This design comes from an exercise in tuning for small area, a short achievable clock period and few clock cycles per item on the open sky130 flow, not from production work.
The RTL was checked by simulation tests, not by an equivalence proof against the original design.
No activity file was given, so power comes from the tool's default toggle rates.

==> inputs of 08-14 <==
Design qad_peak_note, start of the top module:
module qad_peak_note (
    input  wire        clk,
    input  wire        rst,           
    input  wire        in_valid,
    output wire        in_ready,
    input  wire [44:0] in_re,         
    input  wire [44:0] in_im,         
    input  wire [3:0]  log2n,         
    input  wire [19:0] sr,            
    output wire        out_valid,
    input  wire        out_ready,
    output wire [3:0]  code,          
    output wire [10:0] peak_bin,
    output wire [43:0] peak_mag,
    output wire [30:0] freq,          
    output wire [8:0]  note_key,      
    output wire [3:0]  note_pc,
    output wire [5:0]  note_oct,      
    output wire [15:0] note_name,     
    output wire [31:0] note_freq,     
    output wire [31:0] note_dev       
);
export LEC_CHECK = 0
export CAP_MARGIN = 20
export CORE_MARGIN = 2
export CORE_UTILIZATION = 60
export SLEW_MARGIN = 20
create_clock -name core_clock -period 15.0 [get_ports {clk}]
run.sh (not shown) runs the stock make flow with config.mk's settings and CLKGATE_MAP_FILE= SYNTH_SCRIPT=/design/flow/synth_recipe.tcl, a recipe that flattens the netlist after the stock synthesis.
==> 11-01: changes against 08-14 <==
--- a/flow/design.v
+++ b/flow/design.v
@@ -85,15 +85,16 @@
     reg         ev_gt_q;              
     reg  [10:0] best_k;
     reg  [QW-1:0] q_b;                
     reg  [5:0]  s_b;                  
     reg         fe_pend;              
     wire [QW-1:0] q_k = r_r0 + r_r1;
     reg  d_eq, d_p1, d_m1, d_big;
-    reg  [DW-1:0] qb_al;              
+    wire [DW-1:0] qb_al = d_m1 ? {1'b0, q_b, 2'b00} :
+                          d_p1 ? {5'b0, q_b[QW-1:2]} : {3'b0, q_b};
     wire [DW-1:0] csa_x = {3'b0, r_r0};
     wire [DW-1:0] csa_y = {3'b0, r_r1};
     wire [DW-1:0] csa_z = ~qb_al;
     wire [DW-1:0] csa_s = csa_x ^ csa_y ^ csa_z;
     wire [DW-1:0] csa_c = (csa_x & csa_y) | (csa_x & csa_z) | (csa_y & csa_z);
     wire [DW-1:0] dq    = csa_s + {csa_c[DW-2:0], 1'b1};
     wire d_neg  = dq[DW-1];
@@ -152,78 +153,43 @@
     wire post_free = !isq_busy && (pst == P_IDLE) && !map_done && !out_v;
     wire handoff   = fe_pend && (st == S_RUN) && !ev_gt_q && !ex_busy && pb_valid && post_free;
     reg         h_bit;                
     wire [4:0]  hb_idx = {1'b0, l2n_p} - 5'd3 - {1'b0, pcnt};
     wire        h_bit_nx = !hb_idx[4] && pk[hb_idx[3:0]];
     wire [4:0]  hb_idx0 = {1'b0, l2n_q} - 5'd2;
     wire        h_bit0  = !hb_idx0[4] && best_k[hb_idx0[3:0]];
-    reg  [31:0] pa_a, pa_b;
-    reg         pa_ci;
-    wire [32:0] pa_sum = {1'b0, pa_a} + {1'b0, pa_b} + {32'd0, pa_ci};
-    wire [30:0] v_next = pa_sum[30:0];
-    reg [30:0] tq;
-    always @(*) begin
-        case (pcnt)
-            4'd0:  tq = 31'd1129491589;
-            4'd1:  tq = 31'd1196654653;
-            4'd2:  tq = 31'd1267811442;
-            4'd3:  tq = 31'd1343199433;
-            4'd4:  tq = 31'd1423070228;
-            4'd5:  tq = 31'd1507690387;
-            4'd6:  tq = 31'd1597342323;
-            4'd7:  tq = 31'd1692325240;
-            4'd8:  tq = 31'd1792956136;
-            4'd9:  tq = 31'd1899570855;
-            4'd10: tq = 31'd2012525216;
-            default: tq = 31'd2132196193;
-        endcase
-    end
-    wire m_ge = pa_sum[32];
-    always @(*) begin
-        case (pst)
-            P_HORN: begin                
-                pa_a  = {1'b0, v[29:0], 1'b0};
-                pa_b  = h_bit ? {12'd0, sr_p} : 32'd0;
-                pa_ci = 1'b0;
-            end
-            P_THR: begin                 
-                pa_a  = {1'b0, nf[30:0]};
-                pa_b  = {1'b1, ~tq};
-                pa_ci = 1'b1;
-            end
-            P_NF: begin                  
-                pa_a  = {1'b0, nf[31:1]};
-                pa_b  = 32'd0;
-                pa_ci = nf[0];
-            end
-            default: begin               
-                pa_a  = {1'b0, v};
-                pa_b  = ~nf;
-                pa_ci = 1'b1;
-            end
-        endcase
-    end
+    wire [30:0] v_next = {v[29:0], 1'b0} + (h_bit ? {11'd0, sr_p} : 31'd0);
+    wire [30:0] tq =
+        (pcnt == 4'd0) ? 31'd1129491589 :
+        (pcnt == 4'd1) ? 31'd1196654653 :
+        (pcnt == 4'd2) ? 31'd1267811442 :
+        (pcnt == 4'd3) ? 31'd1343199433 :
+        (pcnt == 4'd4) ? 31'd1423070228 :
+        (pcnt == 4'd5) ? 31'd1507690387 :
+        (pcnt == 4'd6) ? 31'd1597342323 :
+        (pcnt == 4'd7) ? 31'd1692325240 :
+        (pcnt == 4'd8) ? 31'd1792956136 :
+        (pcnt == 4'd9) ? 31'd1899570855 :
+        (pcnt == 4'd10) ? 31'd2012525216 :
+        31'd2132196193;
+    wire m_ge = (nf[30:0] >= tq);
     wire [3:0] rr_sel = (pcnt == 4'd12) ? 4'd0 : pcnt;
-    reg [30:0] cf;
-    always @(*) begin
-        case (rr_sel)
-            4'd0:  cf = 31'd1097337155;
-            4'd1:  cf = 31'd1162588218;
-            4'd2:  cf = 31'd1231719311;
-            4'd3:  cf = 31'd1304961152;
-            4'd4:  cf = 31'd1382558180;
-            4'd5:  cf = 31'd1464769368;
-            4'd6:  cf = 31'd1551869087;
-            4'd7:  cf = 31'd1644148025;
-            4'd8:  cf = 31'd1741914154;
-            4'd9:  cf = 31'd1845493760;
-            4'd10: cf = 31'd1955232530;
-            default: cf = 31'd2071496706;
-        endcase
-    end
+    wire [30:0] cf =
+        (rr_sel == 4'd0) ? 31'd1097337155 :
+        (rr_sel == 4'd1) ? 31'd1162588218 :
+        (rr_sel == 4'd2) ? 31'd1231719311 :
+        (rr_sel == 4'd3) ? 31'd1304961152 :
+        (rr_sel == 4'd4) ? 31'd1382558180 :
+        (rr_sel == 4'd5) ? 31'd1464769368 :
+        (rr_sel == 4'd6) ? 31'd1551869087 :
+        (rr_sel == 4'd7) ? 31'd1644148025 :
+        (rr_sel == 4'd8) ? 31'd1741914154 :
+        (rr_sel == 4'd9) ? 31'd1845493760 :
+        (rr_sel == 4'd10) ? 31'd1955232530 :
+        31'd2071496706;
     wire [4:0] q_sel = (pcnt == 4'd12) ? p + 5'd1 : p;
     reg  dc;                          
     assign out_valid = out_v;
     assign code      = {2'b00, dc, 1'b1};
     assign peak_bin  = pk;
     assign peak_mag  = sq_root;
     assign freq      = v;
@@ -233,34 +199,30 @@
     wire [3:0] rr = rr_sel;
     wire signed [9:0] key = $signed({1'b0, q, 3'b000}) + $signed({2'b00, q, 2'b00})
                             + $signed({6'b0, rr}) - 10'sd200;
     wire [4:0] rr4  = {1'b0, rr} + 5'd4;
     wire       wrap = (rr4 >= 5'd12);
     wire [3:0] pc   = wrap ? rr4[3:0] - 4'd12 : rr4[3:0];
     wire signed [5:0] oct = $signed({1'b0, q}) - 6'sd17 + $signed({5'b0, wrap});
-    reg [15:0] name;
     reg  [8:0] key_r;
     reg  [3:0] pc_r;
     reg  [5:0] oct_r;
-    always @(*) begin
-        case (pc_r)
-            4'd0:  name = 16'h0043;
-            4'd1:  name = 16'h2343;
-            4'd2:  name = 16'h0044;
-            4'd3:  name = 16'h2344;
-            4'd4:  name = 16'h0045;
-            4'd5:  name = 16'h0046;
-            4'd6:  name = 16'h2346;
-            4'd7:  name = 16'h0047;
-            4'd8:  name = 16'h2347;
-            4'd9:  name = 16'h0041;
-            4'd10: name = 16'h2341;
-            default: name = 16'h0042;
-        endcase
-    end
+    wire [15:0] name =
+        (pc_r == 4'd0) ? 16'h0043 :
+        (pc_r == 4'd1) ? 16'h2343 :
+        (pc_r == 4'd2) ? 16'h0044 :
+        (pc_r == 4'd3) ? 16'h2344 :
+        (pc_r == 4'd4) ? 16'h0045 :
+        (pc_r == 4'd5) ? 16'h0046 :
+        (pc_r == 4'd6) ? 16'h2346 :
+        (pc_r == 4'd7) ? 16'h0047 :
+        (pc_r == 4'd8) ? 16'h2347 :
+        (pc_r == 4'd9) ? 16'h0041 :
+        (pc_r == 4'd10) ? 16'h2341 :
+        16'h0042;
     assign note_key  = dc ? 9'd0  : key_r;
     assign note_pc   = dc ? 4'd0  : pc_r;
     assign note_oct  = dc ? 6'd0  : oct_r;
     assign note_name = dc ? 16'd0 : name;
     reg [1:0] st_nx;
     always @(*) begin
         st_nx = st;
@@ -281,21 +243,14 @@
                            ({1'b0, r_s_nx} == sb1), (r_s_nx == s_b)};
     wire [3:0] cmp_bin  = {({1'b0, r_s_nx} > rs1), (rn1 == {1'b0, r_s}),
                            ({1'b0, r_s_nx} == rs1), (r_s_nx == r_s)};
     wire [3:0] cmp_cand = {({1'b0, r_s_nx} > cs1), (rn1 == {1'b0, cand_s}),
                            ({1'b0, r_s_nx} == cs1), (r_s_nx == cand_s)};
     wire       fb_win   = (st == S_FBCMP) && ex_gt;
     wire [3:0] cmp_nx   = fb_win ? cmp_cand : ev_gt ? cmp_bin : cmp_keep;
-    wire [DW-1:0] al_keep = cmp_keep[2] ? {1'b0, q_b, 2'b00} :
-                            cmp_keep[1] ? {5'b0, q_b[QW-1:2]} : {3'b0, q_b};
-    wire [DW-1:0] al_bin  = cmp_bin[2] ? {1'b0, q_k, 2'b00} :
-                            cmp_bin[1] ? {5'b0, q_k[QW-1:2]} : {3'b0, q_k};
-    wire [DW-1:0] al_cand = cmp_cand[2] ? {1'b0, cand_q, 2'b00} :
-                            cmp_cand[1] ? {5'b0, cand_q[QW-1:2]} : {3'b0, cand_q};
-    wire [DW-1:0] al_nx   = fb_win ? al_cand : ev_gt ? al_bin : al_keep;
     wire s1_v_nx     = in_fire || (s1_v && !r_adv);
     wire r_v_nx      = r_adv || (r_v && !ev);
     wire acc_done_nx = (acc_done && !handoff) || (in_fire && nxt_last);
     wire ex_start    = ev_gt_q;                            
     wire fb_start    = (st == S_FBWAIT) && (st_nx == S_FBCALC);
     always @(posedge clk) begin
         if (rst) begin
@@ -319,15 +274,14 @@
             st         <= st_nx;
             s1_v       <= s1_v_nx;
             r_v        <= r_v_nx;
             acc_done   <= acc_done_nx;
             in_ready_r <= !acc_done_nx && (!s1_v_nx || !r_v_nx || st_nx == S_RUN);
             ev_gt_q    <= ev_gt;
             {d_big, d_m1, d_p1, d_eq} <= cmp_nx;
-            qb_al      <= al_nx;
             if (in_fire) begin
                 s1_a     <= {in_re[44], y_re};
                 s1_b     <= {in_im[44], y_im};
                 s1_s     <= s_in;
                 s1_sn    <= ~s_in;
                 s1_first <= expect_first;
                 s1_last  <= nxt_last;
@@ -477,24 +431,24 @@
                     if (sc >= 5'd8) begin
                         nf <= nf >> 8;
                         sc <= sc - 5'd8;
                     end else if (sc != 5'd0) begin
                         nf <= nf >> 1;
                         sc <= sc - 5'd1;
                     end else begin
-                        nf  <= pa_sum[31:0];
+                        nf  <= (nf >> 1) + {31'd0, nf[0]};
                         pst <= P_DEV;
                     end
                 end
                 P_DEV: begin
                     if (dc) begin
                         nf  <= 32'd0;
                         dev <= 32'd0;
                     end else
-                        dev <= pa_sum[31:0];
+                        dev <= {1'b0, v} - nf;
                     pst <= P_IDLE;
                 end
                 default: ;
             endcase
             if (pst == P_DEV)
                 map_done <= 1'b1;
             if (map_done && !isq_busy) begin
==> results.txt <==
Status: finished clean
WL met1: 68,900 µm
Logic power comb: 661 µW
Synth top area cells: edfxtp_1 (46%), ha_1 (7.6%), fa_1 (4.7%), inv_1 (3.5%), nor2_1 (3.4%)
WP buf/inv: 3
Routed WL per cell: 20.7 µm
Layout cell share with drive strength beyond 1: 7.59%
Largest net degree at the start of global routing: 92
Buffers, non-clock: 380
DP HPWL: 122,000 µm
Fin crit period: 6370 ps
Syn-to-layout area delta: 12.2%
Post-synthesis average cell area: 10.6 µm²
Source of the figures above: 11-01

==> results.txt <==
Syn-to-layout area delta: 11.8%
Status: finished clean
WL met1: 74,200 µm
Synth top area cells: edfxtp_1 (45%), ha_1 (6.6%), fa_1 (4.5%), a21oi_1 (3.4%), inv_1 (3.2%)
Largest net degree at the start of global routing: 93
DP HPWL: 124,000 µm
Buffers, non-clock: 373
WP buf/inv: 4
Source of the figures above: 08-14

Testbench counts of 08-14, summed over its fixed seeds: cycles 114,331, bins 108,544.
Testbench counts of 11-01, summed over its fixed seeds: cycles 114,331, bins 108,544.

========
==> job 4463: inputs <==
Another version of the RTL of qad_peak_note (not shown whole).
Design qad_peak_note, start of the top module:
module qad_peak_note (
    input  wire        clk,
    input  wire        rst,           
    input  wire        in_valid,
    output wire        in_ready,
    input  wire [44:0] in_re,         
    input  wire [44:0] in_im,         
    input  wire [3:0]  log2n,         
    input  wire [19:0] sr,            
    output wire        out_valid,
    input  wire        out_ready,
    output wire [3:0]  code,          
    output wire [10:0] peak_bin,
    output wire [43:0] peak_mag,
    output wire [30:0] freq,          
    output wire [8:0]  note_key,      
    output wire [3:0]  note_pc,
    output wire [5:0]  note_oct,      
    output wire [15:0] note_name,     
    output wire [31:0] note_freq,     
    output wire [31:0] note_dev       
);
make LEC_CHECK=0 CAP_MARGIN=20 CORE_MARGIN=2 CORE_UTILIZATION=60 SLEW_MARGIN=20 finish   # period 15.0 ns
==> job 8876 (differences from job 4463) <==
--- a/flow/design.v
+++ b/flow/design.v
@@ -31,12 +31,11 @@
     reg  [19:0] sr_q;
     reg         acc_done;             
     reg         s1_v, s1_first, s1_last;
     reg  [44:0] s1_a, s1_b;           
     reg  [5:0]  s1_s;                 
-    reg  [4:0]  s1_oh8;               
-    reg  [7:0]  s1_oh1;               
+    reg  [5:0]  s1_sn;                
     assign in_ready = in_ready_r;
     wire   in_fire  = in_valid && in_ready_r;
     wire [3:0]  cur_l2n  = expect_first ? log2n : l2n_q;
     wire [10:0] nxt_idx  = expect_first ? 11'd0 : cnt + 11'd1;
     wire [11:0] half     = 12'd1 << (cur_l2n - 4'd1);
@@ -64,27 +63,12 @@
     reg         r_v, r_first, r_last;
     reg  [QW-1:0] r_r0, r_r1;
     reg  [5:0]  r_s;
     reg  [10:0] r_idx;
     reg  [44:0] x2_a, x2_b;
-    wire [M+6:0] t8_a, t8_b;
-    wire [M-1:0] ysh_a, ysh_b;
-    wire [87:0]  ya_ext = {44'd0, s1_a[43:0]};
-    wire [87:0]  yb_ext = {44'd0, s1_b[43:0]};
-    genvar gj;
-    generate
-        for (gj = 0; gj < M + 7; gj = gj + 1) begin : g_sh8
-            assign t8_a[gj] = |(s1_oh8 & {ya_ext[gj + 32], ya_ext[gj + 24], ya_ext[gj + 16],
-                                         ya_ext[gj + 8], ya_ext[gj]});
-            assign t8_b[gj] = |(s1_oh8 & {yb_ext[gj + 32], yb_ext[gj + 24], yb_ext[gj + 16],
-                                         yb_ext[gj + 8], yb_ext[gj]});
-        end
-        for (gj = 0; gj < M; gj = gj + 1) begin : g_sh1
-            assign ysh_a[gj] = |(s1_oh1 & t8_a[gj + 7:gj]);
-            assign ysh_b[gj] = |(s1_oh1 & t8_b[gj + 7:gj]);
-        end
-    endgenerate
+    wire [43:0] ysh_a = s1_a[43:0] >> s1_s;
+    wire [43:0] ysh_b = s1_b[43:0] >> ~s1_sn;
     wire        g_a   = s1_a[44] && (s1_s == 6'd0);
     wire        g_b   = s1_b[44] && (s1_s == 6'd0);
     wire [QW-1:0] sq_r0, sq_r1;
     qad_sq2 u_sq (.a(ysh_a[M-1:0]), .b(ysh_b[M-1:0]), .ga(g_a), .gb(g_b),
                   .r0(sq_r0), .r1(sq_r1));
@@ -135,14 +119,15 @@
     reg         xa_bit, xb_bit;       
     wire [5:0]  ex_cnt1 = ex_cnt + 6'd1;
     reg         ex_pre;
     wire [63:0] ca_ext  = {20'd0, c_a[43:0]};
     wire [63:0] cb_ext  = {20'd0, c_b[43:0]};
-    wire [46:0] row_a  = xa_bit ? {3'b0, c_a[43:0]} : 47'd0;
-    wire [46:0] row_b  = xb_bit ? {3'b0, c_b[43:0]} : 47'd0;
-    wire        ex_cin = ex_pre && xa_bit && xb_bit;
-    wire [46:0] ex_sum = {1'b0, ex_hi} + row_a + row_b + {46'd0, ex_cin};
+    wire [46:0] row_a  = ex_pre ? ((c_a[44]) ? {2'b0, c_a[43:0], 1'b1} : 47'd0)
+                                : (xa_bit ? {3'b0, c_a[43:0]} : 47'd0);
+    wire [46:0] row_b  = ex_pre ? ((c_b[44]) ? {2'b0, c_b[43:0], 1'b1} : 47'd0)
+                                : (xb_bit ? {3'b0, c_b[43:0]} : 47'd0);
+    wire [46:0] ex_sum = {1'b0, ex_hi} + row_a + row_b;
     wire [87:0] ex_p   = {ex_hi[43:0], ex_lo};
     wire        ex_gt  = (ex_p > p_best);
     reg         isq_busy;
     reg  [5:0]  isq_cnt;
     reg  [45:0] sq_rem;
@@ -159,11 +144,10 @@
     reg  [19:0] sr_p;
     reg  [3:0]  l2n_p;
     reg  [30:0] v;
     reg  [31:0] nf;
     reg  [4:0]  p;
-    reg  [31:0] dev;
     reg  [4:0]  q_r;
     reg  [3:0]  rr_r;
     reg         out_v;
     reg         map_done;
     wire post_free = !isq_busy && (pst == P_IDLE) && !map_done && !out_v;
@@ -208,11 +192,11 @@
     assign code      = {2'b00, dc, 1'b1};
     assign peak_bin  = pk;
     assign peak_mag  = sq_root;
     assign freq      = v;
     assign note_freq = nf;
-    assign note_dev  = dev;
+    assign note_dev  = {1'b0, v} - nf;   
     wire [4:0] q  = q_r;
     wire [3:0] rr = rr_r;
     wire signed [9:0] key = $signed({1'b0, q, 3'b000}) + $signed({2'b00, q, 2'b00})
                             + $signed({6'b0, rr}) - 10'sd200;
     wire [4:0] rr4  = {1'b0, rr} + 5'd4;
@@ -293,12 +277,11 @@
             {d_big, d_m1, d_p1, d_eq} <= cmp_nx;
             if (in_fire) begin
                 s1_a     <= {in_re[44], y_re};
                 s1_b     <= {in_im[44], y_im};
                 s1_s     <= s_in;
-                s1_oh8   <= 5'd1 << s_in[5:3];
-                s1_oh1   <= 8'd1 << s_in[2:0];
+                s1_sn    <= ~s_in;
                 s1_first <= expect_first;
                 s1_last  <= nxt_last;
                 cnt      <= nxt_idx;
                 expect_first <= nxt_last;
                 if (expect_first) begin
@@ -334,12 +317,10 @@
                 c_b <= cand_b;
             end
             if (ev_gt_q)
                 best_k <= cand_k;
             if (ex_start || fb_start) begin
-                xa_bit   <= cand_a[44];
-                xb_bit   <= cand_b[44];
                 ex_pre   <= 1'b1;
                 ex_busy  <= 1'b1;
                 ex_fb    <= fb_start;
                 ex_cnt   <= 6'd0;
                 ex_hi    <= 46'd0;
@@ -348,11 +329,11 @@
                     pb_valid <= 1'b0;
             end else if (ex_busy && ex_pre) begin
                 ex_pre <= 1'b0;
                 xa_bit <= c_a[0];
                 xb_bit <= c_b[0];
-                ex_hi  <= {ex_sum[44:0], xa_bit ^ xb_bit};
+                ex_hi  <= ex_sum[45:0];
             end else if (ex_busy) begin
                 xa_bit <= ca_ext[ex_cnt1];
                 xb_bit <= cb_ext[ex_cnt1];
                 ex_hi  <= ex_sum[46:1];
                 ex_lo  <= {ex_sum[0], ex_lo[43:1]};
@@ -453,15 +434,12 @@
                         nf  <= (nf >> 1) + {31'd0, nf[0]};
                         pst <= P_DEV;
                     end
                 end
                 P_DEV: begin
-                    if (dc) begin
-                        nf  <= 32'd0;
-                        dev <= 32'd0;
-                    end else
-                        dev <= {1'b0, v} - nf;
+                    if (dc)
+                        nf <= 32'd0;
                     pst <= P_IDLE;
                 end
                 default: ;
             endcase
             if (pst == P_DEV)
==> flow/flow/run.sh (new file) <==
#!/bin/bash
# The standard layout (standard.sh, all steps), except that the buffers
# placed on the input and output ports are sky130_fd_sc_hd__buf_1 cells.
set -e
export BUFFER_PORTS_ARGS="-buffer_cell sky130_fd_sc_hd__buf_1"
bash standard.sh > standard.log 2>&1
==> flow/standard.sh (new file) <==
#!/bin/bash
# synth_recipe.tcl (not shown) runs the flow's synth.tcl, then flattens the netlist and writes it again
# the make line also repeats each setting of config.mk as NAME=value (left out here)
make -C /OpenROAD-flow-scripts/flow DESIGN_CONFIG=/design/flow/config.mk WORK_HOME=/design/flow/orfs CLKGATE_MAP_FILE= SYNTH_SCRIPT=/design/flow/synth_recipe.tcl "${@:-finish}"
removed: flow/run.sh
==> job 514 (differences from job 4463) <==
--- a/flow/design.v
+++ b/flow/design.v
@@ -53,20 +53,27 @@
             assign sfx[gi] = sfx[gi + 1] | y_or[gi];
             assign top[gi] = y_or[gi] & !sfx[gi + 1];
         end
     endgenerate
     reg  [5:0]  s_in;
+    reg  [4:0]  oh8_in;               
+    reg  [7:0]  oh1_in;               
     integer i;
     always @(*) begin
-        s_in = 6'd0;
-        for (i = M; i < 44; i = i + 1)
+        s_in   = 6'd0;
+        oh8_in = {4'd0, !sfx[M]};
+        oh1_in = {7'd0, !sfx[M]};
+        for (i = M; i < 44; i = i + 1) begin
             s_in = s_in | ({6{top[i]}} & (i[5:0] - M + 6'd1));
+            oh8_in[(i - M + 1) / 8] = oh8_in[(i - M + 1) / 8] | top[i];
+            oh1_in[(i - M + 1) % 8] = oh1_in[(i - M + 1) % 8] | top[i];
+        end
     end
     reg         r_v, r_first, r_last;
     reg  [QW-1:0] r_r0, r_r1;
     reg  [5:0]  r_s;
-    reg  [10:0] r_idx;
+    wire [10:0] r_idx = cnt - {10'd0, s1_v};    
     reg  [44:0] x2_a, x2_b;
     wire [M+6:0] t8_a, t8_b;
     wire [M-1:0] ysh_a, ysh_b;
     wire [87:0]  ya_ext = {44'd0, s1_a[43:0]};
     wire [87:0]  yb_ext = {44'd0, s1_b[43:0]};
@@ -150,22 +157,25 @@
     wire [47:0] sq_rem_sh = {sq_rem, p_best[87:86]};
     wire [47:0] sq_trial  = {2'b00, sq_root, 2'b01};
     wire [48:0] sq_diff   = {1'b0, sq_rem_sh} - {1'b0, sq_trial};
     wire        sq_ge     = !sq_diff[48];
     localparam [2:0] P_IDLE = 3'd0, P_HORN = 3'd1, P_NORM = 3'd2,
-                     P_THR  = 3'd3, P_FIN  = 3'd4, P_NF   = 3'd5, P_DEV = 3'd6;
+                     P_THR  = 3'd3, P_FIN  = 3'd4, P_NF   = 3'd5, P_DEV = 3'd6,
+                     P_FIN2 = 3'd7;
     reg  [2:0]  pst;
     reg  [4:0]  pcnt;                 
     reg  [10:0] pk;
     reg  [19:0] sr_p;
     reg  [3:0]  l2n_p;
     reg  [30:0] v;
     reg  [31:0] nf;
-    reg  [4:0]  p;
     reg  [31:0] dev;
-    reg  [4:0]  q_r;
+    reg  [4:0]  q_r;                  
     reg  [3:0]  rr_r;
+    reg  [8:0]  key_r;
+    reg  [3:0]  pc_r;
+    reg  [5:0]  oct_r;
     reg         out_v;
     reg         map_done;
     wire post_free = !isq_busy && (pst == P_IDLE) && !map_done && !out_v;
     wire handoff   = fe_pend && (st == S_RUN) && !ev_gt_q && !ex_busy && pb_valid && post_free;
     reg         h_bit;                
@@ -188,23 +198,23 @@
         (pcnt == 5'd10) ? 31'd2012525216 :
         31'd2132196193;
     wire m_ge = (nf[30:0] >= tq);
     wire [3:0] rr_sel = (pcnt == 5'd12) ? 4'd0 : pcnt[3:0];
     wire [30:0] cf =
-        (rr_sel == 4'd0) ? 31'd1097337155 :
-        (rr_sel == 4'd1) ? 31'd1162588218 :
-        (rr_sel == 4'd2) ? 31'd1231719311 :
-        (rr_sel == 4'd3) ? 31'd1304961152 :
-        (rr_sel == 4'd4) ? 31'd1382558180 :
-        (rr_sel == 4'd5) ? 31'd1464769368 :
-        (rr_sel == 4'd6) ? 31'd1551869087 :
-        (rr_sel == 4'd7) ? 31'd1644148025 :
-        (rr_sel == 4'd8) ? 31'd1741914154 :
-        (rr_sel == 4'd9) ? 31'd1845493760 :
-        (rr_sel == 4'd10) ? 31'd1955232530 :
+        (rr_r == 4'd0) ? 31'd1097337155 :
+        (rr_r == 4'd1) ? 31'd1162588218 :
+        (rr_r == 4'd2) ? 31'd1231719311 :
+        (rr_r == 4'd3) ? 31'd1304961152 :
+        (rr_r == 4'd4) ? 31'd1382558180 :
+        (rr_r == 4'd5) ? 31'd1464769368 :
+        (rr_r == 4'd6) ? 31'd1551869087 :
+        (rr_r == 4'd7) ? 31'd1644148025 :
+        (rr_r == 4'd8) ? 31'd1741914154 :
+        (rr_r == 4'd9) ? 31'd1845493760 :
+        (rr_r == 4'd10) ? 31'd1955232530 :
         31'd2071496706;
-    wire [4:0] q_sel = (pcnt == 5'd12) ? p + 5'd1 : p;
+    wire [4:0] q_sel = (pcnt == 5'd12) ? q_r + 5'd1 : q_r;    
     reg  dc;                          
     assign out_valid = out_v;
     assign code      = {2'b00, dc, 1'b1};
     assign peak_bin  = pk;
     assign peak_mag  = sq_root;
@@ -218,25 +228,25 @@
     wire [4:0] rr4  = {1'b0, rr} + 5'd4;
     wire       wrap = (rr4 >= 5'd12);
     wire [3:0] pc   = wrap ? rr4[3:0] - 4'd12 : rr4[3:0];
     wire signed [5:0] oct = $signed({1'b0, q}) - 6'sd17 + $signed({5'b0, wrap});
     wire [15:0] name =
-        (pc == 4'd0) ? 16'h0043 :
-        (pc == 4'd1) ? 16'h2343 :
-        (pc == 4'd2) ? 16'h0044 :
-        (pc == 4'd3) ? 16'h2344 :
-        (pc == 4'd4) ? 16'h0045 :
-        (pc == 4'd5) ? 16'h0046 :
-        (pc == 4'd6) ? 16'h2346 :
-        (pc == 4'd7) ? 16'h0047 :
-        (pc == 4'd8) ? 16'h2347 :
-        (pc == 4'd9) ? 16'h0041 :
-        (pc == 4'd10) ? 16'h2341 :
+        (pc_r == 4'd0) ? 16'h0043 :
+        (pc_r == 4'd1) ? 16'h2343 :
+        (pc_r == 4'd2) ? 16'h0044 :
+        (pc_r == 4'd3) ? 16'h2344 :
+        (pc_r == 4'd4) ? 16'h0045 :
+        (pc_r == 4'd5) ? 16'h0046 :
+        (pc_r == 4'd6) ? 16'h2346 :
+        (pc_r == 4'd7) ? 16'h0047 :
+        (pc_r == 4'd8) ? 16'h2347 :
+        (pc_r == 4'd9) ? 16'h0041 :
+        (pc_r == 4'd10) ? 16'h2341 :
         16'h0042;
-    assign note_key  = dc ? 9'd0  : key[8:0];
-    assign note_pc   = dc ? 4'd0  : pc;
-    assign note_oct  = dc ? 6'd0  : oct;
+    assign note_key  = dc ? 9'd0  : key_r;
+    assign note_pc   = dc ? 4'd0  : pc_r;
+    assign note_oct  = dc ? 6'd0  : oct_r;
     assign note_name = dc ? 16'd0 : name;
     reg [1:0] st_nx;
     always @(*) begin
         st_nx = st;
         case (st)
@@ -293,12 +303,12 @@
             {d_big, d_m1, d_p1, d_eq} <= cmp_nx;
             if (in_fire) begin
                 s1_a     <= {in_re[44], y_re};
                 s1_b     <= {in_im[44], y_im};
                 s1_s     <= s_in;
-                s1_oh8   <= 5'd1 << s_in[5:3];
-                s1_oh1   <= 8'd1 << s_in[2:0];
+                s1_oh8   <= oh8_in;
+                s1_oh1   <= oh1_in;
                 s1_first <= expect_first;
                 s1_last  <= nxt_last;
                 cnt      <= nxt_idx;
                 expect_first <= nxt_last;
                 if (expect_first) begin
@@ -310,11 +320,10 @@
                 r_r0    <= sq_r0;
                 r_r1    <= sq_r1;
                 r_s     <= s1_s;
                 r_first <= s1_first;
                 r_last  <= s1_last;
-                r_idx   <= cnt;
                 x2_a    <= s1_a;
                 x2_b    <= s1_b;
             end
             if (ev && r_last)
                 fe_pend <= 1'b1;
@@ -406,21 +415,21 @@
                     v    <= v_next;
                     h_bit <= h_bit_nx;
                     pcnt <= pcnt + 5'd1;
                     if (pcnt == 5'd10) begin
                         nf   <= {1'b0, v_next};
-                        p    <= 5'd30;
+                        q_r  <= 5'd30;
                         pst  <= dc ? P_DEV : P_NORM;
                     end
                 end
-                P_NORM: begin
-                    if (nf[30:23] == 8'd0) begin
+                P_NORM: begin                     
+                    if (nf[30:23] == 8'd0 && q_r >= 5'd8) begin
                         nf <= {1'b0, nf[22:0], 8'd0};
-                        p  <= p - 5'd8;
-                    end else if (!nf[30]) begin
+                        q_r <= q_r - 5'd8;
+                    end else if (!nf[30] && q_r != 5'd0) begin
                         nf <= {1'b0, nf[29:0], 1'b0};
-                        p  <= p - 5'd1;
+                        q_r <= q_r - 5'd1;
                     end else begin
                         pcnt <= 5'd0;
                         pst  <= P_THR;
                     end
                 end
@@ -431,16 +440,22 @@
                         pst <= P_FIN;
                 end
                 P_FIN: begin
                     q_r  <= q_sel;
                     rr_r <= rr_sel;
-                    if (q_sel >= 5'd30) begin
-                        nf  <= (q_sel == 5'd31) ? {cf, 1'b0} : {1'b0, cf};
+                    pst  <= P_FIN2;
+                end
+                P_FIN2: begin
+                    key_r <= key[8:0];
+                    pc_r  <= pc;
+                    oct_r <= oct;
+                    if (q_r >= 5'd30) begin
+                        nf  <= (q_r == 5'd31) ? {cf, 1'b0} : {1'b0, cf};
                         pst <= P_DEV;
                     end else begin
                         nf  <= {1'b0, cf};
-                        pcnt <= 5'd29 - q_sel;
+                        pcnt <= 5'd29 - q_r;
                         pst <= P_NF;
                     end
                 end
                 P_NF: begin
                     if (pcnt >= 5'd8) begin
==> flow/flow/run.sh (new file) <==
#!/bin/bash
# The standard layout (standard.sh, all steps), except that the buffers
# placed on the input and output ports are sky130_fd_sc_hd__buf_1 cells.
set -e
export BUFFER_PORTS_ARGS="-buffer_cell sky130_fd_sc_hd__buf_1"
bash standard.sh > standard.log 2>&1
==> flow/standard.sh (new file) <==
#!/bin/bash
# synth_recipe.tcl (not shown) runs the flow's synth.tcl, then flattens the netlist and writes it again
# the make line also repeats each setting of config.mk as NAME=value (left out here)
make -C /OpenROAD-flow-scripts/flow DESIGN_CONFIG=/design/flow/config.mk WORK_HOME=/design/flow/orfs CLKGATE_MAP_FILE= SYNTH_SCRIPT=/design/flow/synth_recipe.tcl "${@:-finish}"
- CORE_UTILIZATION: 60 -> 55
- CTS_CLUSTER_DIAMETER: unset -> 100
- CTS_CLUSTER_SIZE: unset -> 20
removed: flow/run.sh
==> comparison <==
The highest first-iteration DRC count belongs to job 4463, the lowest to job 514. Sequential cell count is the same in job 4463 and job 514. Between job 8876 and job 514, the lower total power is in job 8876 (gap 4.4%, measured against job 514). The lowest area after synthesis belongs to job 4463, the highest to job 8876.
Testbench counts of job 4463, summed over its fixed seeds: cycles 114,331, bins 108,544.
Testbench counts of job 8876, summed over its fixed seeds: cycles 114,331, bins 108,544.
Testbench counts of job 514, summed over its fixed seeds: cycles 114,331, bins 108,544.

[afterwards: timing with drivers on the ports]
Ports are ideal in the flow. The routed layouts listed here were re-timed in OpenROAD.
Step 1 assumes that a clkbuf_16 drives the clock port and a buf_2 every other input.
Step 2, shift: input delay + t, output delay - t, t = (earliest + latest rising clock arrival at the registers) / 2. This alone moves slack from input paths to output paths.
Three values: no drivers, after step 1, after step 2; two values: the first two.
run	t, ns	setup WS [ns]	worst data-port slew with drivers (ns)	cell pins on the clock port's net
08-14	0.785	7.949 / 7.949 / 7.949	0.11	1
11-01	0.760	8.626 / 8.626 / 8.319	0.09	1
job 4463	0.764	8.499 / 8.427 / 8.311	0.07	1
job 8876	0.782	6.607 / 6.528 / 7.310	0.11	1
job 514	0.776	8.684 / 8.744 / 7.968	0.06	1
After both steps every run listed still meets setup and hold. The setup slack of job 514, which loses most, moves by +0.060 ns with the drivers and by -0.716 ns with both steps.
